Source: an optimization exercise on an open RTL-to-GDS flow (aim: small area, a short achievable clock period and few clock cycles per item). Production flows keep margins and buffers that such runs may drop.
Only simulation tests tie the RTL to the original design; equivalence was not proved.

<file path="flow/design.v">
module tea_mix #(parameter integer ARCH = 1) (
    input  wire [31:0] v,
    input  wire [31:0] acc,
    input  wire [31:0] a,
    input  wire [31:0] b,
    output wire [31:0] f
);
    wire [31:0] t0, t1, t2;
    tea_add #(.ARCH(ARCH)) u0 (.x({v[27:0], 4'b0000}), .y(a), .ci(1'b0), .s(t0));
    tea_add #(.ARCH(ARCH)) u1 (.x(v), .y(acc), .ci(1'b0), .s(t1));
    tea_add #(.ARCH(ARCH)) u2 (.x({5'b00000, v[31:5]}), .y(b), .ci(1'b0), .s(t2));
    assign f = t0 ^ t1 ^ t2;
endmodule
module tea_add #(parameter integer ARCH = 1) (
    input  wire [31:0] x,
    input  wire [31:0] y,
    input  wire        ci,
    output wire [31:0] s
);
    wire [31:0] p = x ^ y;
    wire [31:0] g0 = x & y;
    wire [31:0] G [0:10];
    wire [31:0] P [0:10];
    assign G[0] = {g0[31:1], g0[0] | (p[0] & ci)};
    assign P[0] = p;
    genvar l, i;
    generate
        if (ARCH == 9) begin : beh
            assign s = x + y + {31'd0, ci};
        end else if (ARCH == 0) begin : rip
            assign P[1] = P[0];
            assign G[1][0] = G[0][0];
            for (i = 1; i < 32; i = i + 1) begin : r
                assign G[1][i] = G[0][i] | (P[0][i] & G[1][i-1]);
            end
            assign s = p ^ {G[1][30:0], ci};
        end else if (ARCH == 2) begin : skl
            for (l = 0; l < 5; l = l + 1) begin : lv
                for (i = 0; i < 32; i = i + 1) begin : b
                    if ((i >> l) & 1) begin : op
                        assign G[l+1][i] = G[l][i] | (P[l][i] & G[l][((i >> l) << l) - 1]);
                        assign P[l+1][i] = P[l][i] & P[l][((i >> l) << l) - 1];
                    end else begin : pass
                        assign G[l+1][i] = G[l][i];
                        assign P[l+1][i] = P[l][i];
                    end
                end
            end
            assign s = p ^ {G[5][30:0], ci};
        end else if (ARCH == 3) begin : ks
            for (l = 0; l < 5; l = l + 1) begin : lv
                for (i = 0; i < 32; i = i + 1) begin : b
                    if (i >= (1 << l)) begin : op
                        assign G[l+1][i] = G[l][i] | (P[l][i] & G[l][i - (1 << l)]);
                        assign P[l+1][i] = P[l][i] & P[l][i - (1 << l)];
                    end else begin : pass
                        assign G[l+1][i] = G[l][i];
                        assign P[l+1][i] = P[l][i];
                    end
                end
            end
            assign s = p ^ {G[5][30:0], ci};
        end else begin : bk
            for (l = 0; l < 5; l = l + 1) begin : up
                for (i = 0; i < 32; i = i + 1) begin : b
                    if ((i % (2 << l)) == (2 << l) - 1) begin : op
                        assign G[l+1][i] = G[l][i] | (P[l][i] & G[l][i - (1 << l)]);
                        assign P[l+1][i] = P[l][i] & P[l][i - (1 << l)];
                    end else begin : pass
                        assign G[l+1][i] = G[l][i];
                        assign P[l+1][i] = P[l][i];
                    end
                end
            end
            for (l = 3; l >= 0; l = l - 1) begin : dn
                for (i = 0; i < 32; i = i + 1) begin : b
                    if ((i % (2 << l)) == (1 << l) - 1 && i >= (2 << l)) begin : op
                        assign G[9-l][i] = G[8-l][i] | (P[8-l][i] & G[8-l][i - (1 << l)]);
                        assign P[9-l][i] = P[8-l][i] & P[8-l][i - (1 << l)];
                    end else begin : pass
                        assign G[9-l][i] = G[8-l][i];
                        assign P[9-l][i] = P[8-l][i];
                    end
                end
            end
            assign s = p ^ {G[9][30:0], ci};
        end
    endgenerate
endmodule
module tea_core #(parameter integer ARCH = 1) (
    input  wire        clk,
    input  wire        rst,           
    input  wire        in_valid,
    output wire        in_ready,
    input  wire        in_decrypt,    
    input  wire [63:0] in_key,
    input  wire [63:0] in_block,
    output wire        out_valid,
    input  wire        out_ready,
    output wire [63:0] out_block
);
    reg         busy;       
    reg         vld;        
    reg  [6:0]  cnt;        
    reg         dec;
    reg  [63:0] key;
    reg  [31:0] a, b;
    reg  [31:0] acc;        
    function [31:0] acc_of(input [4:0] m);
        case (m)
            5'd0: acc_of = 32'h9E3779B9;
            5'd1: acc_of = 32'h3C6EF372;
            5'd2: acc_of = 32'hDAA66D2B;
            5'd3: acc_of = 32'h78DDE6E4;
            5'd4: acc_of = 32'h1715609D;
            5'd5: acc_of = 32'hB54CDA56;
            5'd6: acc_of = 32'h5384540F;
            5'd7: acc_of = 32'hF1BBCDC8;
            5'd8: acc_of = 32'h8FF34781;
            5'd9: acc_of = 32'h2E2AC13A;
            5'd10: acc_of = 32'hCC623AF3;
            5'd11: acc_of = 32'h6A99B4AC;
            5'd12: acc_of = 32'h08D12E65;
            5'd13: acc_of = 32'hA708A81E;
            5'd14: acc_of = 32'h454021D7;
            5'd15: acc_of = 32'hE3779B90;
            5'd16: acc_of = 32'h81AF1549;
            5'd17: acc_of = 32'h1FE68F02;
            5'd18: acc_of = 32'hBE1E08BB;
            5'd19: acc_of = 32'h5C558274;
            5'd20: acc_of = 32'hFA8CFC2D;
            5'd21: acc_of = 32'h98C475E6;
            5'd22: acc_of = 32'h36FBEF9F;
            5'd23: acc_of = 32'hD5336958;
            5'd24: acc_of = 32'h736AE311;
            5'd25: acc_of = 32'h11A25CCA;
            5'd26: acc_of = 32'hAFD9D683;
            5'd27: acc_of = 32'h4E11503C;
            5'd28: acc_of = 32'hEC48C9F5;
            5'd29: acc_of = 32'h8A8043AE;
            5'd30: acc_of = 32'h28B7BD67;
            5'd31: acc_of = 32'hC6EF3720;
        endcase
    endfunction
    wire        accept = in_valid & in_ready;
    wire        swp    = cnt[6];
    wire        last   = dec ? cnt[6] & ~cnt[0] : (cnt[5:0] == 6'd63);
    wire [6:0]  cnt_nx = accept ? {7{in_decrypt}} : cnt + 7'd1;
    wire        dec_nx = accept ? in_decrypt : dec;
    wire [31:0] f;
    tea_mix #(.ARCH(ARCH)) u_mix (.v(a), .acc(acc), .a(key[63:32]), .b(key[31:0]), .f(f));
    wire [31:0] a_step;
    tea_add #(.ARCH(ARCH)) u_add (.x(b), .y(f ^ {32{dec}}), .ci(dec), .s(a_step));
    assign in_ready  = ~busy & (~vld | out_ready);
    assign out_valid = vld;
    assign out_block = {b, a};
    always @(posedge clk) begin
        if (rst) begin
            busy <= 1'b0;
            vld  <= 1'b0;
        end else begin
            if (accept) begin
                busy <= 1'b1;
                vld  <= 1'b0;
            end else if (busy) begin
                if (last) begin
                    busy <= 1'b0;
                    vld  <= 1'b1;
                end
            end else if (out_ready) begin
                vld <= 1'b0;
            end
        end
    end
    always @(posedge clk) begin
        cnt <= cnt_nx;
        acc <= acc_of(cnt_nx[5:1] ^ {5{dec_nx}});
        if (accept) begin
            key <= in_key;
            dec <= in_decrypt;
            a   <= in_block[31:0];
            b   <= in_block[63:32];
        end else if (busy) begin
            a   <= swp ? b : a_step;
            b   <= a;
        end
    end
endmodule
</file>
<file path="flow/run.sh">
#!/bin/bash
# synth_recipe.tcl (not shown) runs the flow's synth.tcl, then flattens the netlist and writes it again
# the make line also repeats each setting of config.mk as NAME=value (left out here)
make -C /OpenROAD-flow-scripts/flow DESIGN_CONFIG=/design/flow/config.mk WORK_HOME=/design/flow/orfs CLKGATE_MAP_FILE= SYNTH_SCRIPT=/design/flow/synth_recipe.tcl finish
</file>
<file path="flow/config.mk">
export PLATFORM = sky130hd
export DESIGN_NAME = tea_core
export DESIGN_NICKNAME = tea_core
export VERILOG_FILES = /design/flow/design.v
export SDC_FILE = /design/flow/constraint.sdc
export NUM_CORES = 4
export LEC_CHECK = 0
export ABC_AREA = 1
export CAP_MARGIN = 20
export CORE_MARGIN = 2
export CORE_UTILIZATION = 40
export SLEW_MARGIN = 20
</file>
<file path="flow/constraint.sdc">
create_clock -name core_clock -period 12.0 [get_ports {clk}]
set_input_delay 2.4000 -clock core_clock [delete_from_list [all_inputs] [get_ports {clk}]]
set_output_delay 2.4000 -clock core_clock [all_outputs]
set_load 0.01 [all_outputs]
</file>
==> flow_summary.json, run 1 <==
{
  "tns_ps": 0,
  "path_class": "input port to primary output",
  "place_inst": 2049,
  "worstSkewPairLatency_ps": 450,
  "grt_max_degree": 92,
  "end_kind": "primary output",
  "clkSlewWorstSetupHoldPaths_ps": 60,
  "dpl.hpwl_um": 29500,
  "status": "timing/DRC/antenna clean",
  "ant_nets": 0,
  "ys_seq_elements": 170,
  "synth_warnings": 2,
  "worstPathRequired_ps": 9600,
  "grt_use_total_pct": 23.1,
  "ys_seq_area_share_pct": 36.1,
  "final-setup-viol-count": 0,
  "drt_pass1_iterations": 6,
  "grt_pass1_wl_um": 58400,
  "crit_fanout": 4,
  "cts_setup_buffers": 0,
  "die_w_um": 184,
  "ios": 199,
  "num_rows": 65,
  "root_buffer": "clkbuf_16",
  "slew_violations": 0,
  "antennaDiodeCount": 0,
  "grt_pass1_vias": 10400,
  "layout_common_cells": "nand2_1 (379), clkdlybuf4s50_1 (198), inv_1 (158)",
  "rsz0062_at_grt": "no",
  "synth-edff-count": 128,
  "cp.arrival_ps": 3660,
  "syn_avg_cell_area_sq_um": 8.98,
  "max_freq_ghz": 0.165,
  "core_region_area_sq_um": 31800,
  "period_needed_ps": 6060,
  "multi_input_area_sq_um": 7490,
  "async_reset_ff_share_pct": 0,
  "max_cap_violations": 0,
  "seqCellArea_sq_um": 4680,
  "dieArea_sq_um": 33900,
  "wl_per_cell_um": 18.2,
  "hold_path_class": "flop to flop",
  "ys.flop_type": "edfxtp_1",
  "synthCells": 1446,
  "ys_types": 43,
  "cpLargestDelayFamily": "buffers and inverters",
  "fin_worst_skew_ps": 12.7,
  "slowest_stage": "clkdlybuf4s50_1",
  "final_nets": 1950,
  "fp.dieH_um": 184,
  "fin_area_sq_um": 16000,
  "numCtsBuffers": 17,
  "syn-num-nets": 1763,
  "layout-drive-gt1-share_pct": 4.31,
  "initialDrtViolationCount": 781,
  "placed_cell_area_sq_um": 15400,
  "layoutNonFillerInstCount": 2081,
  "area_growth_pct": 23.3,
  "clkSinkCount": 170,
  "route.detailed.drc": 0,
  "io_buffer_count": 198,
  "grt.overflow.total": 0,
  "timing.final.crit_share_pct": 50.5,
  "vias": 10400,
  "holdBufCountCts": 0,
  "finalHoldViolations": 0,
  "antenna_found_initial": 1,
  "place_congestion": 0.890,
  "via_per_inst": 4.98,
  "clk_path_buf_depth": 2,
  "cts.repair.resized": 0,
  "cp-start-kind": "input port",
  "maxSlewHeadroom_pct": 30.2,
  "cts.htree.levels": 4,
  "worst_pin_slew_ps": 1050,
  "crit_chain": "clkdlybuf4s50_1, inv_1, nand2_2, nand2_1, inv_1, clkdlybuf4s50_1",
  "critPathMaxStageDelay_ps": 530,
  "post-route-util_pct": 50.4,
  "cts_tree": "done",
  "fill_cells": 2958,
  "initial_utilization_pct": 40.8,
  "synth_area_sq_um": 13000,
  "wl_um": 37900,
  "final_common_cell": "nand2_1",
  "crit_buf_inv": 4
}
synth_stat cells (2+ instances only):
master	count	area share, %
edfxtp_1	128	30
nand2_4	4	0.35
nor3_1	2	0.077
ha_1	124	12
fa_1	60	9.3
buf_2	5	0.19
a21oi_1	41	1.6
o21bai_1	7	0.40
nand3_2	3	0.23
buf_4	4	0.23
buf_6	6	0.52
dfxtp_1	42	6.5
nor2_4	2	0.17
a31oi_1	20	0.96
or2_1	2	0.096
nand4_1	11	0.53
or2_2	2	0.096
clkbuf_1	20	0.58
nand2_1	380	11
a21o_1	13	0.75
inv_2	4	0.12
o211ai_1	3	0.17
nor2_1	54	1.6
nand3_1	84	3.2
o21ai_0	78	3.0
a31o_2	4	0.27
o21ai_1	6	0.23
xor2_1	37	2.5
o21ai_2	2	0.13
xnor2_1	118	8.0
inv_1	158	4.6
nand2_2	11	0.53
state kept, by name, indices dropped and copies added (netlist names):
signal  flops
b          32
dec         1
key        64
cnt         7
a          32
busy        1
vld         1
acc        32
layout make-up:
class | instances | area share, %
multi-input cells | 1077 | 46.8
inverters | 164 | 3.89
well taps | 435 | 3.40
clock buffers | 22 | 2.90
flip-flops and latches | 170 | 29.3
clock inverters | 10 | 1.20
repair buffers | 203 | 12.6
stage by stage:
| step | hold slack (ps) | worst slack (ps) |
|---|---|---|
| after floorplan | 483 | 6710 |
| after global placement | 535 | 5930 |
| after detailed placement | 530 | 5930 |
| after CTS | 548 | 5930 |
| after global routing | 569 | 5340 |
| final | 545 | 5940 |
final timing paths:
path,startpoint,endpoint,slack [ps],depth (start not counted)
max,out_ready,in_ready,5940,6
min,vld,vld,540,2
max reg2reg,a[5],a[31],5950,37
min reg2reg,vld,vld,540,2
worst min-delay path, cell delays in order, from the launching register on:
cell and delay, ps:
dfxtp_1 360, o211ai_1 110, inv_1 50
routing by layer:
metal  vias to the layer above  share of wire (%)  GRT usage [%]
li1                       5121                  -              -
met1                      4914                 46           32.4
met2                       296                 45           36.5
met3                        36                6.2           3.85
met4                         0                2.1           7.23
met5                         -                  0              0
cell families (layout without fill, tap and decap cells):
group	after synthesis	in the layout	share of synthesized area [%]
XOR/XNOR	155	155	10.5
AND/OR/NAND/NOR	560	560	18.3
AO/OA/AOI/OAI	178	178	7.74
adder cells (fa/ha/maj)	184	184	21.2
buffers and inverters	199	399	6.28
flip-flops	170	170	36.1
Testbench counts, summed over its fixed seeds: cycles 67,562, items 1,024.
==> inputs of run 2 (changes only) <==
==> flow/flow/run.sh (new file) <==
#!/bin/bash
# Standard ORFS layout, with 1x port buffers and a timing-repair target
# tighter than the clock (the clock and the SDC are unchanged).
set -euo pipefail
bash standard.sh synth > synth.log 2>&1
bash standard.sh SETUP_SLACK_MARGIN=7 BUFFER_PORTS_ARGS="-buffer_cell sky130_fd_sc_hd__buf_1" finish > layout.log 2>&1
==> flow/standard.sh (new file) <==
#!/bin/bash
# synth_recipe.tcl (not shown) runs the flow's synth.tcl, then flattens the netlist and writes it again
# the make line also repeats each setting of config.mk as NAME=value (left out here)
make -C /OpenROAD-flow-scripts/flow DESIGN_CONFIG=/design/flow/config.mk WORK_HOME=/design/flow/orfs CLKGATE_MAP_FILE= SYNTH_SCRIPT=/design/flow/synth_recipe.tcl "${@:-finish}"
--- a/flow/config.mk
+++ b/flow/config.mk
@@ -11,2 +11,3 @@
 export CORE_UTILIZATION = 40
+export CTS_BUF_LIST = sky130_fd_sc_hd__clkbuf_4 sky130_fd_sc_hd__clkbuf_8
 export SLEW_MARGIN = 20
removed: flow/run.sh
==> run 2 against run 1 <==
Net effect: still clean; first-iteration DRC count grew 9.5%; setup slack improved by 870 ps; cell count increased by 1.7%; critical path depth stayed put; synthesized cell count stayed put; clock skew grew 1.1 ps; flip-flop and latch count unchanged; global-route usage barely moved; sequential share of layout area grew 1.4 points; die area is the same; routed wire length rose by 2.6%; critical endpoint unchanged; largest cell class unchanged.
==> flow_summary.json, run 2 <==
{
  "via_per_inst": 5.04,
  "grt_pass1_wl_um": 58300,
  "worstSkewPairLatency_ps": 500,
  "worst_pin_slew_ps": 1020,
  "num_rows": 65,
  "fin_area_sq_um": 15300,
  "timing.final.crit_share_pct": 43.3,
  "fp.dieH_um": 184,
  "r2r-end": "a[31]",
  "grt.overflow.total": 0,
  "critPathMaxStageDelay_ps": 110,
  "slowest_stage": "buf_8",
  "synth_most_common_cell": "nand2_1",
  "slew_violations": 0,
  "crit_fanout": 2,
  "synth_area_sq_um": 13000,
  "clk_path_buf_depth": 2,
  "status": "timing/DRC/antenna clean",
  "area_growth_pct": 17.8,
  "ys_seq_area_share_pct": 36.1,
  "syn-num-nets": 1763,
  "reg2reg_depth": 31,
  "max_freq_ghz": 0.193,
  "r2r-start": "a[14]",
  "synth_top_area_share_pct": 29.6,
  "synthCells": 1446,
  "crit_chain": "buf_8, inv_12, nand2_8, nand2_4, inv_2, buf_6",
  "ys_types": 43,
  "vias": 10700,
  "synth_top_area_cell": "edfxtp_1",
  "async_reset_ff_share_pct": 0,
  "antenna_found_initial": 0,
  "io_buffer_count": 198,
  "layout-drive-gt1-share_pct": 12.2,
  "core_region_area_sq_um": 31800,
  "grt_pass1_vias": 10500,
  "die_w_um": 184,
  "dpl.hpwl_um": 30000,
  "synthSimpleGateAreaFrac_pct": 18.3,
  "layout_common_cells": "nand2_1 (360), buf_1 (196), inv_1 (149)",
  "finalHoldViolations": 0,
  "final-setup-viol-count": 0,
  "synth-edff-count": 128,
  "hold_path.startpoint": "cnt[0]",
  "clkSinkCount": 170,
  "antennaDiodeCount": 0,
  "regMostFlops": "key",
  "ys_seq_elements": 170,
  "holdPathStages": 1,
  "synth-xor-area-share_pct": 10.5,
  "largest_reg_flops": 64,
  "synth_top_family_by_area": "adder cells",
  "whs_endpoint": "cnt[0]",
  "grt_max_degree": 92,
  "fill_cells": 3053,
  "initial_utilization_pct": 40.8,
  "end_kind": "primary output",
  "synthAdderAreaFrac_pct": 21.2,
  "fin_worst_skew_ps": 13.8,
  "syn_avg_cell_area_sq_um": 8.98,
  "holdBufCountCts": 0,
  "synth_compound_area_share_pct": 7.74,
  "hold_path_class": "flop to flop",
  "wl_per_cell_um": 18.4,
  "crit_buf_inv": 4,
  "maxSlewHeadroom_pct": 31.7,
  "clkSlewWorstSetupHoldPaths_ps": 90,
  "wl_um": 38900,
  "initialDrtViolationCount": 855,
  "root_buffer": "clkbuf_8",
  "path_class": "input port to primary output",
  "rsz0062_at_grt": "yes",
  "final_nets": 1985,
  "ant_nets": 0,
  "synth_warnings": 2,
  "cp.arrival_ps": 2790,
  "yosys-top-cells-count": "nand2_1 (380), inv_1 (158), edfxtp_1 (128)",
  "ys.flop_type": "edfxtp_1",
  "cts_tree": "done",
  "tns_ps": 0,
  "drt_pass1_iterations": 5,
  "route.detailed.drc": 0,
  "max_cap_violations": 0,
  "ios": 199,
  "cts.htree.levels": 4,
  "cpLargestDelayFamily": "buffers and inverters",
  "final_common_cell": "nand2_1",
  "grt_use_total_pct": 23.1,
  "dieArea_sq_um": 33900,
  "worstPathRequired_ps": 9600,
  "cp-start-kind": "input port",
  "synthMuxAreaShare_pct": 0,
  "period_needed_ps": 5190,
  "placed_cell_area_sq_um": 14200,
  "place_congestion": 0.935,
  "r2r_slack_ps": 6830,
  "numCtsBuffers": 17,
  "synth.top_cells.by_area": "edfxtp_1 (30%), ha_1 (12%), nand2_1 (11%)"
}
-- run 2: layout make-up --
class                           instances  area [sq um]  share of cell area [%]
Multi-Input combinational cell       1077          7970                    52.1
Sequential cell                       170          4680                    30.6
Timing Repair Buffer                  238          1070                    6.97
Inverter                              164           636                    4.16
Tap cell                              435           544                    3.56
Clock buffer                           19           249                    1.63
Clock inverter                         13           144                   0.941
-- run 2: worst reg2reg max path: cells and delay by family (launching register included) --
family                     cells  cell delay (ps)
DFF                            1              540
xor gates and xnor gates       3              630
and+or+nand+nor               19             1520
buffers and inverters          2              110
AOI/OAI and AO/OA              3              490
adders and majority gates      4             1650
-- run 2: logic make-up after synthesis --
| family | count (synthesis) |
|---|---|
| adder cells (fa/ha/maj) | 184 |
| XOR/XNOR | 155 |
| flip-flops | 170 |
| buffers and inverters | 199 |
| AO/OA/AOI/OAI | 178 |
| AND/OR/NAND/NOR | 560 |
-- run 2: how the worst max path moves through the flow --
stage | endpoint | cells past startpoint | from
6_report | in_ready | 6 | out_ready
3_5_place_dp | a[31] | 34 | a[5]
2_1_floorplan | in_ready | 4 | out_ready
4_1_cts | a[31] | 37 | a[5]
5_1_grt | a[31] | 37 | a[5]
3_3_place_gp | a[31] | 34 | a[5]
-- run 2: stage by stage --
step | hold slack [ps] | util, % | std cells | setup slack, ps
floorplan | 483 | - | 1446 | 7000
global placement | 549 | 44.6 | 2048 | 6520
detailed placement | 527 | 44.6 | 2048 | 6390
CTS | 572 | 46.6 | 2097 | 6780
global route | 641 | 48.1 | 2116 | 6450
finish | 570 | 48.1 | 2116 | 6810
-- run 2: per-layer routing --
metal  vias up  global-route usage [%]  wire [um]
li1       5191                       -          -
met1      5133                    32.5      18000
met2       314                    37.1      18200
met3        29                    3.26       2120
met4         0                    6.50        604
met5         -                       0          0
-- run 2: what timing repair did --
item	4_1_cts	5_1_grt
hold endpoints to repair	0	0
buffers inserted	17	19
endpoints found under the setup margin	10	18
pin swaps	22	44
gates resized for setup	33	70
==> inputs of run 3 (changes only) <==
--- a/flow/config.mk
+++ b/flow/config.mk
@@ -10,4 +10,3 @@
 export CORE_MARGIN = 2
-export CORE_UTILIZATION = 40
-export CTS_BUF_LIST = sky130_fd_sc_hd__clkbuf_4 sky130_fd_sc_hd__clkbuf_8
+export CORE_UTILIZATION = 60
 export SLEW_MARGIN = 20
==> run 3 against run 2 <==
Net effect: clock skew is 3.8 ps higher; synthesized area is the same; routed wire length is 2.8% lower; non-clock buffer count is 11 higher; critical path type is now flop to flop; count of clock-buffer cells in the layout shrank 1.
==> flow_summary.json, run 3 <==
{
  "status": "timing/DRC/antenna clean",
  "ant_nets": 0,
  "yosys-top-cells-count": "nand2_1 (380), inv_1 (158), edfxtp_1 (128)",
  "period_needed_ps": 5360,
  "slowest_stage": "fa_1",
  "tns_ps": 0,
  "antenna_found_initial": 0,
  "placed_cell_area_sq_um": 14000,
  "final_common_cell": "nand2_1",
  "crit_top_cell": "nand2_4",
  "antennaDiodeCount": 0,
  "ys.flop_type": "edfxtp_1",
  "layout_common_cells": "nand2_1 (361), buf_1 (195), inv_1 (150)",
  "ys_types": 43,
  "synth-edff-count": 128,
  "timing.final.crit_share_pct": 44.6,
  "grt.overflow.total": 0,
  "layout-drive-gt1-share_pct": 11.6,
  "largest_reg_flops": 64,
  "cp.arrival_ps": 5550,
  "worstPathRequired_ps": 12190,
  "synth_warnings": 2,
  "cts.htree.levels": 4,
  "route.detailed.drc": 0,
  "worstSkewPairLatency_ps": 450,
  "dieArea_sq_um": 22800,
  "synthCells": 1446,
  "clkSinkCount": 170,
  "slew_violations": 0,
  "rsz0062_at_grt": "yes",
  "via_per_inst": 5.55,
  "regMostFlops": "key",
  "clk_path_buf_depth": 2,
  "grt_use_total_pct": 32.7,
  "wl_per_cell_um": 19.2,
  "finalHoldViolations": 0,
  "final-setup-viol-count": 0,
  "fin_worst_skew_ps": 17.7,
  "end_kind": "flop",
  "core_region_area_sq_um": 21200,
  "syn-num-nets": 1763,
  "num_rows": 53,
  "synth_most_common_cell": "nand2_1",
  "synth_area_sq_um": 13000,
  "synth.top_cells.by_area": "edfxtp_1 (30%), ha_1 (12%), nand2_1 (11%)",
  "ys_seq_area_share_pct": 36.1,
  "initial_utilization_pct": 61.4,
  "syn_avg_cell_area_sq_um": 8.98,
  "hold_path_class": "flop to flop",
  "vias": 10900,
  "final_nets": 1998,
  "grt_pass1_vias": 10400,
  "ios": 199,
  "wl_um": 37800,
  "max_freq_ghz": 0.187,
  "fin_hold_ws_ps": 556,
  "clkSlewWorstSetupHoldPaths_ps": 80,
  "place_congestion": 0.917,
  "die_w_um": 151,
  "grt_max_degree": 93,
  "root_buffer": "clkbuf_16",
  "grt_pass1_wl_um": 55100,
  "io_buffer_count": 198,
  "async_reset_ff_share_pct": 0,
  "drt_pass1_iterations": 5,
  "initialDrtViolationCount": 818,
  "fp.dieH_um": 151,
  "max_cap_violations": 0,
  "cts_tree": "done",
  "ys_seq_elements": 170,
  "critPathMaxStageDelay_ps": 440,
  "synth_top_area_cell": "edfxtp_1",
  "fin_area_sq_um": 15300,
  "path_class": "flop to flop",
  "maxSlewHeadroom_pct": 34.5,
  "area_growth_pct": 17.8,
  "r2r_slack_ps": 6640,
  "numCtsBuffers": 17,
  "cp-start-kind": "flop",
  "worst_pin_slew_ps": 983,
  "crit_fanout": 3,
  "synth_top_area_share_pct": 29.6,
  "dpl.hpwl_um": 27400
}
run 3: layout make-up:
cell class	count	area [sq um]
clock buffer	18	429
clock inverter	14	136
fill	1669	5860
inverter	164	638
multi-input combinational	1079	7910
sequential	170	4680
tap	275	344
timing repair buffer	249	1150
run 3: worst paths after layout:
kind                            endpoint   start  cells past startpoint
worst max register to register     a[31]    a[0]                     31
worst max-delay path               a[31]    a[0]                     31
worst min-delay path              cnt[0]  cnt[0]                      1
worst min register to register    cnt[0]  cnt[0]                      1
run 3: through the flow:
step           util [%]  cells  setup WS [ps]
2_1_floorplan         -   1446           7000
3_3_place_gp       66.1   1889           6490
3_5_place_dp       66.1   1889           6320
4_1_cts            70.6   1948           6740
5_1_grt            72.3   1969           6390
6_report           72.3   1969           6640
run 3: worst max-delay path: cells and delay by family (launching register included):
family                   cells  cell delay [ps]
XOR/XNOR                     3              800
flip-flops                   1              400
AND/OR/NAND/NOR             16             1610
buffers and inverters        4              300
adder cells (fa/ha/maj)      5             1540
AO/OA/AOI/OAI                3              450
run 3: routing by layer:
layer  global-route usage, %  share of wire, %  wire length, um  up-vias
met2                    52.7                46            17600      483
met5                       0                 0                0        -
met3                    6.30               8.9             3370       93
li1                        -                 -                -     5228
met1                    43.7                41            15600     5115
met4                    12.6               3.6             1360        0
run 3: logic make-up after synthesis:
group	after synthesis	share of synthesized area (%)
xor+xnor	155	10.5
compound gates	178	7.74
buf+inv	199	6.28
fa+ha+maj	184	21.2
flops	170	36.1
simple gates	560	18.3
run 3: timing repair:
| item | CTS | global route |
|---|---|---|
| pin swaps | 41 | 51 |
| gates resized for setup | 52 | 52 |
| buffers inserted | 27 | 19 |
| hold buffers | 0 | 0 |
| gates cloned | 0 | 2 |
| setup endpoints to repair | 12 | 30 |
==> inputs of run 4 (changes only) <==
--- a/flow/config.mk
+++ b/flow/config.mk
@@ -10,3 +10,3 @@
 export CORE_MARGIN = 2
-export CORE_UTILIZATION = 60
+export CORE_UTILIZATION = 40
 export SLEW_MARGIN = 20
==> run 4 against run 3 <==
Net effect: utilization fell by 24 points; largest cell class unchanged; routed wire length rose by 2.8%; die area rose by 49%; flip-flop and latch count did not move; highest routed layer unchanged; global-route usage fell by 9.5 points.
==> flow_summary.json, run 4 <==
{
  "clk_path_buf_depth": 2,
  "dpl.hpwl_um": 30000,
  "period_needed_ps": 5190,
  "initial_utilization_pct": 40.8,
  "initialDrtViolationCount": 793,
  "reg2reg_depth": 37,
  "fin_area_sq_um": 15500,
  "final_common_cell": "nand2_1",
  "ys_seq_area_share_pct": 36.1,
  "grt.overflow.total": 0,
  "worst_pin_slew_ps": 1010,
  "ys.flop_type": "edfxtp_1",
  "maxSlewHeadroom_pct": 32.8,
  "numCtsBuffers": 17,
  "wl_per_cell_um": 18.4,
  "place_congestion": 0.935,
  "drt_pass1_iterations": 6,
  "status": "timing/DRC/antenna clean",
  "die_w_um": 184,
  "root_buffer": "clkbuf_16",
  "holdBufCountCts": 0,
  "crit_chain": "buf_8, inv_12, nand2_8, nand2_4, inv_2, buf_6",
  "final-setup-viol-count": 0,
  "hold_path.startpoint": "cnt[0]",
  "route.detailed.drc": 0,
  "cp.arrival_ps": 2790,
  "grt_use_total_pct": 23.1,
  "max_cap_violations": 0,
  "syn_avg_cell_area_sq_um": 8.98,
  "critPathMaxStageDelay_ps": 110,
  "regMostFlops": "key",
  "clkSlewWorstSetupHoldPaths_ps": 60,
  "tns_ps": 0,
  "fp.dieH_um": 184,
  "synthCells": 1446,
  "async_reset_ff_share_pct": 0,
  "whs_endpoint": "cnt[0]",
  "holdPathStages": 1,
  "finalHoldViolations": 0,
  "slowest_stage": "buf_8",
  "placed_cell_area_sq_um": 14200,
  "ios": 199,
  "core_region_area_sq_um": 31800,
  "cts.htree.levels": 4,
  "synth_compound_area_share_pct": 7.74,
  "cts_tree": "done",
  "synth_most_common_cell": "nand2_1",
  "max_freq_ghz": 0.193,
  "vias": 10700,
  "rsz0062_at_grt": "yes",
  "dieArea_sq_um": 33900,
  "fill_cells": 3042,
  "largest_reg_flops": 64,
  "ant_nets": 0,
  "antenna_found_initial": 0,
  "worstPathRequired_ps": 9600,
  "synth_area_sq_um": 13000,
  "multi_input_area_sq_um": 7960,
  "via_per_inst": 5.07,
  "syn-num-nets": 1763,
  "r2r-start": "a[5]",
  "post-route-util_pct": 48.6,
  "synth_top_area_share_pct": 29.6,
  "layout-drive-gt1-share_pct": 11.9,
  "synthSimpleGateAreaFrac_pct": 18.3,
  "synth_top_area_cell": "edfxtp_1",
  "synthMuxAreaShare_pct": 0,
  "worstSkewPairLatency_ps": 450,
  "io_buffer_count": 198,
  "end_kind": "primary output",
  "wl_um": 38900,
  "yosys-top-cells-count": "nand2_1 (380), inv_1 (158), edfxtp_1 (128)",
  "num_rows": 65,
  "synth.top_cells.by_area": "edfxtp_1 (30%), ha_1 (12%), nand2_1 (11%)",
  "ys_types": 43,
  "synthAdderAreaFrac_pct": 21.2,
  "area_growth_pct": 19.0,
  "grt_max_degree": 92,
  "synth-xor-area-share_pct": 10.5,
  "layout_common_cells": "nand2_1 (360), buf_1 (196), inv_1 (149)",
  "synth_warnings": 2,
  "clkSinkCount": 170,
  "path_class": "input port to primary output",
  "antennaDiodeCount": 0,
  "slew_violations": 0,
  "ys_seq_elements": 170,
  "synth-edff-count": 128,
  "grt_pass1_vias": 10500,
  "seqCellArea_sq_um": 4680,
  "synth_top_family_by_area": "adder cells",
  "final_nets": 1983,
  "cp-start-kind": "input port",
  "hold_path_class": "flop to flop",
  "grt_pass1_wl_um": 58600,
  "r2r_slack_ps": 6820,
  "r2r-end": "a[31]",
  "timing.final.crit_share_pct": 43.3,
  "crit_fanout": 2,
  "fin_worst_skew_ps": 11.4
}
run 4: cell counts after synthesis:
Identical to the previous run, type by type.
run 4: through the flow:
stage | std cells | hold WS (ps) | setup slack, ps
after floorplan | 1446 | 483 | 7000
after global placement | 2048 | 549 | 6520
final | 2114 | 566 | 6810
after global routing | 2114 | 636 | 6450
after detailed placement | 2048 | 527 | 6390
after CTS | 2099 | 566 | 6780
run 4: layout make-up:
cell class | count | share of cell area (%)
clock inverter | 13 | 0.931
multi-input combinational | 1077 | 51.5
inverter | 164 | 4.11
clock buffer | 19 | 2.80
timing repair buffer | 236 | 6.82
tap | 435 | 3.52
sequential | 170 | 30.3
run 4: logic make-up (layout without fill, tap and decap cells):
logic type,count (synthesis),in the layout
and+or+nand+nor,560,560
AOI/OAI and AO/OA,178,178
xor gates and xnor gates,155,155
buffers and inverters,199,432
DFF,170,170
adders and majority gates,184,184
run 4: worst max path at each step:
stage,start,to,slack (ps),depth (start not counted)
6_report,out_ready,in_ready,6810,6
3_5_place_dp,a[5],a[31],6390,34
2_1_floorplan,out_ready,in_ready,7000,4
5_1_grt,a[5],a[31],6450,37
3_3_place_gp,a[5],a[31],6520,34
4_1_cts,a[5],a[31],6780,37
run 4: routing by layer:
layer | vias to the layer above | GRT usage, % | share of wire, %
li1 | 5186 | - | -
met1 | 5186 | 32.6 | 47
met2 | 321 | 37.5 | 47
met3 | 31 | 3.81 | 5.6
met4 | 0 | 4.80 | 1.4
met5 | - | 0 | 0
run 4: critical path, delay by kind of cell:
family,cells,cell delay [ps]
buffers and inverters,4,290
and+or+nand+nor,2,100
run 4: repair_timing:
action,4_1_cts,5_1_grt
setup endpoints to repair,10,19
pin swaps,22,45
resized for setup,33,73
buffers inserted,19,15
cloned,0,0
==> inputs of run 5 (changes only) <==
--- a/flow/design.v
+++ b/flow/design.v
@@ -152,3 +152,3 @@
     wire [31:0] a_step;
-    tea_add #(.ARCH(ARCH)) u_add (.x(b), .y(f ^ {32{dec}}), .ci(dec), .s(a_step));
+    tea_add #(.ARCH(2)) u_add (.x(b), .y(f ^ {32{dec}}), .ci(dec), .s(a_step));
     assign in_ready  = ~busy & (~vld | out_ready);
--- a/flow/config.mk
+++ b/flow/config.mk
@@ -11,2 +11,3 @@
 export CORE_UTILIZATION = 40
+export CTS_BUF_LIST = sky130_fd_sc_hd__clkbuf_4 sky130_fd_sc_hd__clkbuf_8
 export SLEW_MARGIN = 20
==> run 5 against run 4 <==
Net effect: critical endpoint unchanged; count of clock-buffer cells in the layout down 2; largest cell class unchanged; cell count up 8.6%; non-clock buffer count down 19; utilization down 2.5 points.
==> flow_summary.json, run 5 <==
{
  "status": "timing/DRC/antenna clean",
  "synth_most_common_cell": "nand2_1",
  "root_buffer": "clkbuf_8",
  "wl_per_cell_um": 16.6,
  "end_kind": "primary output",
  "grt_use_total_pct": 21.2,
  "slew_violations": 0,
  "synth_compound_area_share_pct": 8.05,
  "final_nets": 2140,
  "numCtsBuffers": 17,
  "synthSimpleGateAreaFrac_pct": 21.6,
  "grt_max_degree": 166,
  "ant_nets": 0,
  "cts_tree": "done",
  "cts.htree.levels": 4,
  "die_w_um": 188,
  "antenna_found_initial": 1,
  "worstSkewPairLatency_ps": 510,
  "fin_worst_skew_ps": 22.7,
  "initialDrtViolationCount": 776,
  "synth_warnings": 3,
  "worstPathRequired_ps": 9600,
  "syn-num-nets": 1940,
  "num_rows": 67,
  "ios": 199,
  "period_needed_ps": 5220,
  "finalHoldViolations": 0,
  "rsz0062_at_grt": "yes",
  "max_cap_violations": 0,
  "synthCells": 1633,
  "grt.overflow.total": 0,
  "regMostFlops": "key",
  "route.detailed.drc": 0,
  "dpl.hpwl_um": 28700,
  "synth_top_family_by_area": "simple AND/OR/NAND/NOR gates",
  "clkSinkCount": 170,
  "via_per_inst": 4.94,
  "synth_top_area_share_pct": 28.3,
  "synth.top_cells.by_area": "edfxtp_1 (28%), nand2_1 (13%), ha_1 (12%)",
  "cp-start-kind": "input port",
  "timing.final.crit_share_pct": 43.5,
  "clk_path_buf_depth": 2,
  "synth-edff-count": 128,
  "placed_cell_area_sq_um": 14700,
  "core_region_area_sq_um": 33400,
  "syn_avg_cell_area_sq_um": 8.30,
  "worst_pin_slew_ps": 1040,
  "fin_area_sq_um": 15400,
  "place_congestion": 0.870,
  "max_freq_ghz": 0.192,
  "yosys-top-cells-count": "nand2_1 (468), inv_1 (226), edfxtp_1 (128)",
  "path_class": "input port to primary output",
  "area_growth_pct": 13.8,
  "synthAdderAreaFrac_pct": 18.8,
  "cp.arrival_ps": 2820,
  "ys_seq_elements": 170,
  "hold_path_class": "flop to flop",
  "ys_types": 45,
  "tns_ps": 0,
  "final_common_cell": "nand2_1",
  "layout-drive-gt1-share_pct": 6.72,
  "grt_pass1_wl_um": 58100,
  "synth_top_area_cell": "edfxtp_1",
  "initial_utilization_pct": 40.5,
  "crit_fanout": 2,
  "clkSlewWorstSetupHoldPaths_ps": 90,
  "synth_area_sq_um": 13600,
  "io_buffer_count": 198,
  "holdBufCountCts": 0,
  "ys_seq_area_share_pct": 34.5,
  "maxSlewHeadroom_pct": 30.5,
  "fp.dieH_um": 188,
  "final-setup-viol-count": 0,
  "dieArea_sq_um": 35400,
  "largest_reg_flops": 64,
  "synth-xor-area-share_pct": 9.11,
  "ys.flop_type": "edfxtp_1",
  "wl_um": 38100,
  "drt_pass1_iterations": 5,
  "async_reset_ff_share_pct": 0,
  "synthMuxAreaShare_pct": 0,
  "layout_common_cells": "nand2_1 (461), inv_1 (223), buf_1 (196)",
  "vias": 11300,
  "grt_pass1_vias": 10800
}
==> run 5: cell types whose count changed in the layout (fill, tap and decap cells not counted), sizes merged, moves of 15 or more <==
cell,before,now
xnor2,118,103
buf,236,216
nand3,88,113
inv,166,239
nand2,395,487
==> run 5: area by class of cell <==
class | count | area (sq um)
Tap cell | 448 | 561
Antenna cell | 1 | 2.50
Clock buffer | 17 | 234
Timing Repair Buffer | 217 | 942
Inverter | 233 | 887
Clock inverter | 15 | 185
Sequential cell | 170 | 4680
Multi-Input combinational cell | 1194 | 7940
Fill cell | 3343 | 18000
==> run 5: through the flow <==
| step | util, % | instances | setup WS (ps) | hold WS, ps |
|---|---|---|---|---|
| global route | 46.1 | 2295 | 6770 | 577 |
| detailed placement | 44.0 | 2247 | 6510 | 527 |
| finish | 46.1 | 2295 | 6780 | 569 |
| floorplan | - | 1633 | 6990 | 483 |
| CTS | 45.5 | 2281 | 6800 | 558 |
| global placement | 44.0 | 2247 | 6570 | 526 |
==> run 5: cell families after synthesis <==
kind of cell | count (synthesis)
buf+inv | 270
simple gates | 689
xor+xnor | 141
fa+ha+maj | 174
compound gates | 189
flops | 170
==> run 5: worst paths after layout <==
kind         cells after the start  slack, ps        to      start
max                              6       6780  in_ready  out_ready
min                              1        570    cnt[0]     cnt[0]
max reg2reg                     28       7250     a[24]       a[6]
min reg2reg                      1        570    cnt[0]     cnt[0]
==> run 5: timing repair <==
item	4_1_cts	5_1_grt
buffers inserted	2	11
setup endpoints to repair	11	15
resized for setup	12	24
pin swaps	2	8
gates cloned	0	2
==> run 5: critical path, stage by stage <==
cell and delay [ps]:
buf_8 110, inv_12 50, nand2_8 50, nand2_4 60, inv_2 40, buf_6 110
==> run 5: metal layers <==
metal  up-vias  track usage, %  wire length (um)
met2       307            33.7             17100
met4         0            5.88               778
met1      5309            30.2             18300
li1       5679               -                 -
met3        40            3.03              1970
met5         -               0                 0
Testbench counts of run 5, summed over its fixed seeds: cycles 67,562, items 1,024.
==> inputs of run 6 (changes only) <==
==> flow/flow/run.sh (replaced) <==
#!/bin/bash
# Standard ORFS layout, with 1x port buffers and a timing-repair target
# tighter than the clock (the clock and the SDC are unchanged).
set -euo pipefail
bash standard.sh synth > synth.log 2>&1
bash standard.sh SETUP_SLACK_MARGIN=6.5 BUFFER_PORTS_ARGS="-buffer_cell sky130_fd_sc_hd__buf_1" finish > layout.log 2>&1
==> run 6 against run 5 <==
Net effect: clock skew is 6.3 ps lower; synthesized area unchanged; setup slack got worse by 41 ps; largest cell class unchanged; cell count fell by 0.65%; highest routed layer unchanged; sequential share of layout area grew 0.70 points.
==> flow_summary.json, run 6 <==
{
  "layout-drive-gt1-share_pct": 4.53,
  "async_reset_ff_share_pct": 0,
  "placed_cell_area_sq_um": 14700,
  "dpl.hpwl_um": 28600,
  "rsz0062_at_grt": "no",
  "slew_violations": 0,
  "ant_nets": 0,
  "root_buffer": "clkbuf_8",
  "num_rows": 67,
  "regMostFlops": "key",
  "final_nets": 2126,
  "slowest_stage": "buf_1",
  "layout_common_cells": "nand2_1 (466), inv_1 (226), buf_1 (198)",
  "ys_seq_elements": 170,
  "cp-start-kind": "input port",
  "tns_ps": 0,
  "maxSlewHeadroom_pct": 33.2,
  "critPathMaxStageDelay_ps": 140,
  "path_class": "input port to primary output",
  "numCtsBuffers": 17,
  "ys_seq_area_share_pct": 34.5,
  "place_congestion": 0.892,
  "antenna_found_initial": 0,
  "crit_chain": "buf_1, inv_1, nand2_4, nand2_4, inv_1, buf_1",
  "period_needed_ps": 5260,
  "route.detailed.drc": 0,
  "crit_buf_inv": 4,
  "grt_pass1_vias": 10800,
  "synth-edff-count": 128,
  "synthCells": 1633,
  "hold_path_class": "flop to flop",
  "die_w_um": 188,
  "max_cap_violations": 0,
  "timing.final.crit_share_pct": 43.8,
  "fin_area_sq_um": 15100,
  "synth.top_cells.by_area": "edfxtp_1 (28%), nand2_1 (13%), ha_1 (12%)",
  "grt_pass1_wl_um": 57900,
  "cts.htree.levels": 4,
  "crit_fanout": 3,
  "area_growth_pct": 11.2,
  "fp.dieH_um": 188,
  "ys_types": 45,
  "vias": 11200,
  "ios": 199,
  "dieArea_sq_um": 35400,
  "worst_pin_slew_ps": 1000,
  "initial_utilization_pct": 40.5,
  "status": "timing/DRC/antenna clean",
  "grt_max_degree": 85,
  "io_buffer_count": 198,
  "synth_warnings": 3,
  "clk_path_buf_depth": 2,
  "antennaDiodeCount": 0,
  "synth_top_area_cell": "edfxtp_1",
  "initialDrtViolationCount": 745,
  "synth_top_area_share_pct": 28.3,
  "ys.flop_type": "edfxtp_1",
  "synth_most_common_cell": "nand2_1",
  "via_per_inst": 4.93,
  "final-setup-viol-count": 0,
  "end_kind": "primary output",
  "synth_area_sq_um": 13600,
  "largest_reg_flops": 64,
  "holdBufCountCts": 0,
  "finalHoldViolations": 0,
  "cts_tree": "done",
  "wl_um": 36800,
  "cpLargestDelayFamily": "buffers and inverters",
  "yosys-top-cells-count": "nand2_1 (468), inv_1 (226), edfxtp_1 (128)",
  "wl_per_cell_um": 16.1,
  "worstPathRequired_ps": 9600,
  "syn-num-nets": 1940,
  "clkSinkCount": 170,
  "clkSlewWorstSetupHoldPaths_ps": 100,
  "final_common_cell": "nand2_1",
  "cp.arrival_ps": 2860,
  "core_region_area_sq_um": 33400,
  "grt_use_total_pct": 21.2,
  "drt_pass1_iterations": 5,
  "grt.overflow.total": 0,
  "syn_avg_cell_area_sq_um": 8.30,
  "max_freq_ghz": 0.190,
  "worstSkewPairLatency_ps": 510,
  "fin_worst_skew_ps": 16.4
}
-- run 6: cell types whose count changed in the layout (fill, tap and decap cells not counted), moves of 3 or more --
cell       change
a21oi_1        +4
a21oi_2        -3
buf_4         -11
bufinv_16      -3
inv_1          +3
inv_8          +4
nand2_1        +5
nand2_2        -6
xnor2_1        +4
xnor2_2        -4
-- run 6: final cells by class --
| class | instances | area (sq um) |
|---|---|---|
| fill | 3328 | 18400 |
| multi-input combinational | 1193 | 7810 |
| sequential | 170 | 4680 |
| inverter | 233 | 875 |
| timing repair buffer | 204 | 788 |
| tap | 448 | 561 |
| clock buffer | 17 | 234 |
| clock inverter | 15 | 129 |
-- run 6: worst register-to-register path, delay by kind of cell, from the launching register on --
kind	cells	cell delay, ps
simple gates	13	1450
fa+ha+maj	4	1300
compound gates	4	750
xor+xnor	3	530
flops	1	460
buf+inv	4	270
-- run 6: metrics by stage --
stage	utilization [%]	cells	hold WS [ps]	setup slack [ps]
after floorplan	-	1633	483	6760
after global placement	44.0	2248	533	6730
after detailed placement	44.0	2248	543	6730
after CTS	45.1	2280	567	6720
after global routing	45.1	2280	626	6510
final	45.1	2280	565	6740
-- run 6: final timing paths --
check | from | to | slack [ps] | cells after the start
max | out_ready | in_ready | 6740 | 6
min | cnt[0] | cnt[0] | 570 | 1
max reg2reg | a[5] | a[30] | 6990 | 28
min reg2reg | cnt[0] | cnt[0] | 570 | 1
-- run 6: timing repair --
item / 4_1_cts / 5_1_grt
resized for setup: 0 / 2
endpoints found under the setup margin: 0 / 2
setup buffers: 0 / 0
-- run 6: logic make-up (layout without fill, tap and decap cells) --
group | count (synthesis) | in the layout | synth area share, %
simple gates | 689 | 689 | 21.6
xor+xnor | 141 | 141 | 9.11
fa+ha+maj | 174 | 174 | 18.8
flops | 170 | 170 | 34.5
buf+inv | 270 | 469 | 7.90
compound gates | 189 | 189 | 8.05
-- run 6: routing by layer --
metal	wire [um]	GRT usage, %	vias up	part of all wire (%)
met5	0	0	-	0
met4	623	6.27	0	1.7
met3	1780	2.86	33	4.8
met2	16800	33.7	275	46
met1	17600	30.0	5299	48
li1	-	-	5642	-
==> inputs of run 7 (changes only) <==
--- a/flow/design.v
+++ b/flow/design.v
@@ -152,3 +152,3 @@
     wire [31:0] a_step;
-    tea_add #(.ARCH(2)) u_add (.x(b), .y(f ^ {32{dec}}), .ci(dec), .s(a_step));
+    tea_add #(.ARCH(ARCH)) u_add (.x(b), .y(f ^ {32{dec}}), .ci(dec), .s(a_step));
     assign in_ready  = ~busy & (~vld | out_ready);
==> run 7 against run 6 <==
Net effect: still clean on timing, DRC and antenna; first-iteration DRC count is 14% higher; largest cell class unchanged; worst hold slack worse by 3.7 ps; flip-flop and latch count is the same; fmax down 0.61%; critical path depth is the same; die area decreased by 4.1%; critical endpoint unchanged; via count down 6.5%.
==> flow_summary.json, run 7 <==
{
  "whs_endpoint": "vld",
  "die_w_um": 184,
  "slew_violations": 0,
  "cts_tree": "done",
  "root_buffer": "clkbuf_8",
  "wl_um": 38000,
  "worstSkewPairLatency_ps": 510,
  "ys_seq_area_share_pct": 36.1,
  "core_region_area_sq_um": 31800,
  "holdPathStages": 2,
  "grt_max_degree": 93,
  "path_class": "input port to primary output",
  "ys_seq_elements": 170,
  "cts.htree.levels": 4,
  "regMostFlops": "key",
  "numCtsBuffers": 17,
  "grt_use_total_pct": 22.6,
  "cp-start-kind": "input port",
  "area_growth_pct": 15.0,
  "ys.flop_type": "edfxtp_1",
  "place_ws_ps": 6340,
  "status": "timing/DRC/antenna clean",
  "drt_pass1_iterations": 4,
  "final_common_cell": "nand2_1",
  "antenna_found_initial": 0,
  "r2r_slack_ps": 6740,
  "grt_pass1_wl_um": 57200,
  "route.detailed.drc": 0,
  "grt_pass1_vias": 10200,
  "antennaDiodeCount": 0,
  "async_reset_ff_share_pct": 0,
  "end_kind": "primary output",
  "max_freq_ghz": 0.189,
  "r2r-start": "a[8]",
  "holdBufCountCts": 0,
  "fill_cells": 3081,
  "synth_top_area_cell": "edfxtp_1",
  "synth_top_area_share_pct": 29.6,
  "synth_most_common_cell": "nand2_1",
  "reg2reg_depth": 31,
  "ys_types": 43,
  "final-setup-viol-count": 0,
  "tns_ps": 0,
  "fp.dieH_um": 184,
  "syn-num-nets": 1763,
  "dieArea_sq_um": 33900,
  "hold_path.startpoint": "vld",
  "dpl.hpwl_um": 29500,
  "synth-edff-count": 128,
  "yosys-top-cells-count": "nand2_1 (380), inv_1 (158), edfxtp_1 (128)",
  "maxSlewHeadroom_pct": 29.8,
  "hold_path_class": "flop to flop",
  "ios": 199,
  "initialDrtViolationCount": 852,
  "synthCells": 1446,
  "via_per_inst": 5.00,
  "finalWorstSetupSlack_ps": 6710,
  "period_needed_ps": 5290,
  "synth_warnings": 2,
  "synth_area_sq_um": 13000,
  "layout-drive-gt1-share_pct": 8.87,
  "num_rows": 65,
  "fin_hold_ws_ps": 562,
  "max_cap_violations": 0,
  "ant_nets": 0,
  "layout_common_cells": "nand2_1 (368), buf_1 (198), inv_1 (155)",
  "crit_fanout": 4,
  "syn_avg_cell_area_sq_um": 8.98,
  "initial_utilization_pct": 40.8,
  "place_congestion": 0.955,
  "finalHoldViolations": 0,
  "rsz0062_at_grt": "no",
  "wl_per_cell_um": 18.0,
  "post-route-util_pct": 46.9,
  "io_buffer_count": 198,
  "worstPathRequired_ps": 9600,
  "vias": 10500,
  "r2r-end": "a[31]",
  "fin_worst_skew_ps": 16.3,
  "worst_pin_slew_ps": 1050,
  "final_nets": 1973,
  "grt.overflow.total": 0,
  "clkSinkCount": 170,
  "clkSlewWorstSetupHoldPaths_ps": 110,
  "cp.arrival_ps": 2890,
  "clk_path_buf_depth": 2,
  "synth.top_cells.by_area": "edfxtp_1 (30%), ha_1 (12%), nand2_1 (11%)",
  "largest_reg_flops": 64,
  "timing.final.crit_share_pct": 44.1
}
## run 7: changes by cell type in the layout (fill, tap and decap cells not counted), moves of 5 or more
cell / change
ha_1: -6
buf_4: +22
xnor2_2: +11
fa_1: +5
fa_2: +6
a21oi_1: -16
a21boi_0: -6
nor2_1: -10
inv_1: -71
nand3_1: -29
nand2_2: +11
nand2_1: -98
## run 7: logic make-up (layout without fill, tap and decap cells)
kind of cell / Yosys count / after routing / share of synthesized area, %
xor gates and xnor gates: 155 / 155 / 10.5
buffers and inverters: 199 / 422 / 6.28
and+or+nand+nor: 560 / 560 / 18.3
DFF: 170 / 170 / 36.1
AOI/OAI and AO/OA: 178 / 178 / 7.74
adders and majority gates: 184 / 184 / 21.2
## run 7: metrics by stage
stage	cell area (sq um)	instances
finish	14900	2104
CTS	14600	2085
global placement	14100	2050
global route	14900	2104
detailed placement	14100	2050
floorplan	13000	1446
## run 7: worst max-delay path: stages
cell     delay (ps)
buf_1            70
inv_1            40
nand2_2         100
nand2_1          80
inv_1            50
buf_1           140
## run 7: timing repair
item	4_1_cts	5_1_grt
setup endpoints to repair	1	4
gates resized for setup	5	49
pin swaps	0	34
gates cloned	0	0
setup buffers	3	19
## run 7: cell type report
class,count,area (sq um),area share [%]
Multi-Input combinational cell,1077,7730,51.8
Tap cell,435,544,3.65
Sequential cell,170,4680,31.4
Timing Repair Buffer,226,953,6.39
Clock inverter,15,160,1.07
Inverter,164,623,4.17
Clock buffer,17,234,1.57
## run 7: how the worst max path moves through the flow
stage,start,endpoint,slack [ps],cells after the start
floorplan,out_ready,key[0],6710,6
global placement,a[5],a[31],6440,37
detailed placement,a[5],a[31],6340,37
CTS,a[5],a[31],6510,37
global route,a[0],a[31],6410,33
finish,out_ready,in_ready,6710,6
## run 7: per-layer routing
| metal | vias up | global-route usage (%) | share of wire (%) |
|---|---|---|---|
| met5 | - | 0 | 0 |
| met4 | 0 | 7.07 | 2.4 |
| met3 | 52 | 3.81 | 5.6 |
| met2 | 295 | 34.9 | 45 |
| met1 | 5003 | 32.4 | 47 |
| li1 | 5172 | - | - |
Testbench counts of run 7, summed over its fixed seeds: cycles 67,562, items 1,024.
==> inputs of run 8 (changes only) <==
==> flow/flow/run.sh (replaced) <==
#!/bin/bash
# Standard ORFS layout, with 1x port buffers and a timing-repair target
# tighter than the clock (the clock and the SDC are unchanged).
set -euo pipefail
bash standard.sh synth > synth.log 2>&1
bash standard.sh SETUP_SLACK_MARGIN=6 BUFFER_PORTS_ARGS="-buffer_cell sky130_fd_sc_hd__buf_1" finish > layout.log 2>&1
==> run 8 against run 7 <==
Net effect: first-iteration DRC count up 13%; count of clock-buffer cells in the layout is the same; non-clock buffer count down 17; via count decreased by 1.3%; die area did not move; clock skew up 1.3 ps; setup slack got worse by 230 ps; flip-flop and latch count did not move; synthesized cell count unchanged; register-to-register slack worse by 250 ps; critical path type is now flop to flop; largest cell class unchanged.
==> flow_summary.json, run 8 <==
{
  "cp-start-kind": "flop",
  "io_buffer_count": 198,
  "fin_hold_ws_ps": 562,
  "timing.final.crit_share_pct": 45.9,
  "worstPathRequired_ps": 12270,
  "fin_worst_skew_ps": 17.6,
  "slew_violations": 0,
  "cts.htree.levels": 4,
  "rsz0062_at_grt": "no",
  "grt.overflow.total": 0,
  "syn_avg_cell_area_sq_um": 8.98,
  "clkSinkCount": 170,
  "vias": 10400,
  "ys.flop_type": "edfxtp_1",
  "cts_tree": "done",
  "cp.arrival_ps": 5780,
  "syn-num-nets": 1763,
  "post-route-util_pct": 45.9,
  "crit_top_cell": "nand2_1",
  "fill_cells": 3113,
  "layout_common_cells": "nand2_1 (377), buf_1 (198), inv_1 (157)",
  "end_kind": "flop",
  "ant_nets": 0,
  "final_nets": 1956,
  "ys_seq_area_share_pct": 36.1,
  "worstSkewPairLatency_ps": 510,
  "ios": 199,
  "maxSlewHeadroom_pct": 29.8,
  "critPathMaxStageDelay_ps": 480,
  "tns_ps": 0,
  "synth_top_area_share_pct": 29.6,
  "synth_top_area_cell": "edfxtp_1",
  "ys_seq_elements": 170,
  "area_growth_pct": 12.4,
  "synth_area_sq_um": 13000,
  "crit_buf_inv": 3,
  "regMostFlops": "key",
  "hold_path_class": "flop to flop",
  "max_cap_violations": 0,
  "cpLargestDelayFamily": "simple AND/OR/NAND/NOR gates",
  "placed_cell_area_sq_um": 14100,
  "drt_pass1_iterations": 5,
  "antennaDiodeCount": 0,
  "dieArea_sq_um": 33900,
  "worst_pin_slew_ps": 1050,
  "final_common_cell": "nand2_1",
  "wl_per_cell_um": 17.9,
  "yosys-top-cells-count": "nand2_1 (380), inv_1 (158), edfxtp_1 (128)",
  "synth_most_common_cell": "nand2_1",
  "ys_types": 43,
  "layoutNonFillerInstCount": 2087,
  "numCtsBuffers": 17,
  "clkSlewWorstSetupHoldPaths_ps": 100,
  "finalHoldViolations": 0,
  "via_per_inst": 4.98,
  "max_freq_ghz": 0.181,
  "fp.dieH_um": 184,
  "core_region_area_sq_um": 31800,
  "period_needed_ps": 5510,
  "clk_path_buf_depth": 2,
  "status": "timing/DRC/antenna clean",
  "route.detailed.drc": 0,
  "grt_pass1_wl_um": 57100,
  "synth_warnings": 2,
  "root_buffer": "clkbuf_8",
  "initial_utilization_pct": 40.8,
  "finalWorstSetupSlack_ps": 6490,
  "place_congestion": 0.955,
  "fin_area_sq_um": 14600,
  "async_reset_ff_share_pct": 0,
  "grt_pass1_vias": 10200,
  "final-setup-viol-count": 0,
  "wl_um": 37400,
  "dpl.hpwl_um": 29500,
  "layout-drive-gt1-share_pct": 5.33,
  "synth.top_cells.by_area": "edfxtp_1 (30%), ha_1 (12%), nand2_1 (11%)",
  "initialDrtViolationCount": 964,
  "synth-edff-count": 128,
  "synthCells": 1446,
  "crit_fanout": 4,
  "largest_reg_flops": 64,
  "place_ws_ps": 6340,
  "num_rows": 65,
  "die_w_um": 184,
  "place_inst": 2050,
  "holdBufCountCts": 0,
  "grt_use_total_pct": 22.6,
  "slowest_stage": "fa_1",
  "antenna_found_initial": 0,
  "path_class": "flop to flop",
  "grt_max_degree": 93
}
-- run 8: final cells by class --
type	count	area, sq um	share of cell area, %
clock buffer	17	234	1.60
clock inverter	15	160	1.10
inverter	164	623	4.27
multi-input combinational	1077	7520	51.6
sequential	170	4680	32.1
tap	435	544	3.73
timing repair buffer	209	826	5.66
-- run 8: final timing paths --
kind                            slack (ps)  depth (start not counted)  endpoint  from
worst max register to register        6490                         34     a[31]  a[0]
worst min-delay path                   560                          2       vld   vld
worst min register to register         560                          2       vld   vld
worst max-delay path                  6490                         34     a[31]  a[0]
-- run 8: tightest hold or removal path: stages (launching register included) --
cell and delay [ps]:
dfxtp_1 380, o211ai_1 110, inv_1 50
-- run 8: cells by family (layout without fill, tap and decap cells) --
group / Yosys count / in the layout / share of synthesized area, %
DFF: 170 / 170 / 36.1
AOI/OAI and AO/OA: 178 / 178 / 7.74
buffers and inverters: 199 / 405 / 6.28
xor gates and xnor gates: 155 / 155 / 10.5
and+or+nand+nor: 560 / 560 / 18.3
adders and majority gates: 184 / 184 / 21.2
-- run 8: what timing repair did --
action / CTS / global route
setup buffers: 0 / 5
gates resized for setup: 0 / 10
setup endpoints to repair: 0 / 1
-- run 8: layer usage --
layer  GRT usage, %  vias up  wire length [um]
met1           32.3     4918             17800
met3           3.81       47              2170
met2           34.8      281             16600
met4           7.07        0               837
met5              0        -                 0
li1               -     5138                 -

==> what the ideal ports hide <==
The flow's constraints put no driver on any port. The routed layouts listed below were extracted and timed again, unchanged, in two steps. Step 1 sets driving cells, clkbuf_16 on the clock port and buf_2 on the other inputs (assumed; they add their load-dependent delay and slew). Step 2, shift: input delay + t, output delay - t, t = (earliest + latest rising clock arrival at the registers) / 2. This alone moves slack from input paths to output paths. Slacks: no drivers / after step 1 / after step 2; pairs: no drivers / after step 1.
run	t (ns)	slack for setup (ns)	worst setup path at the end	slew at the worst register clock pin (ns)	worst data-port slew with drivers (ns)
run 1	0.496	5.939 / 5.914 / 5.914	input to output	0.07 / 0.07	0.06
run 2	0.544	6.807 / 6.766 / 6.700	input to register	0.10 / 0.10	0.05
run 3	0.492	6.642 / 6.642 / 6.642	register to register	0.08 / 0.08	0.08
run 4	0.501	6.807 / 6.765 / 6.749	input to register	0.07 / 0.07	0.05
run 5	0.540	6.785 / 6.746 / 6.746	input to output	0.11 / 0.11	0.09
run 6	0.552	6.744 / 6.722 / 6.722	input to output	0.11 / 0.11	0.06
run 7	0.547	6.712 / 6.687 / 6.687	input to output	0.11 / 0.11	0.04
run 8	0.541	6.487 / 6.487 / 6.487	register to register	0.11 / 0.11	0.04
After both steps every run listed still meets setup and hold. For run 2, which loses most, drivers alone change the setup slack by -0.041 ns; drivers and shift together by -0.107 ns.
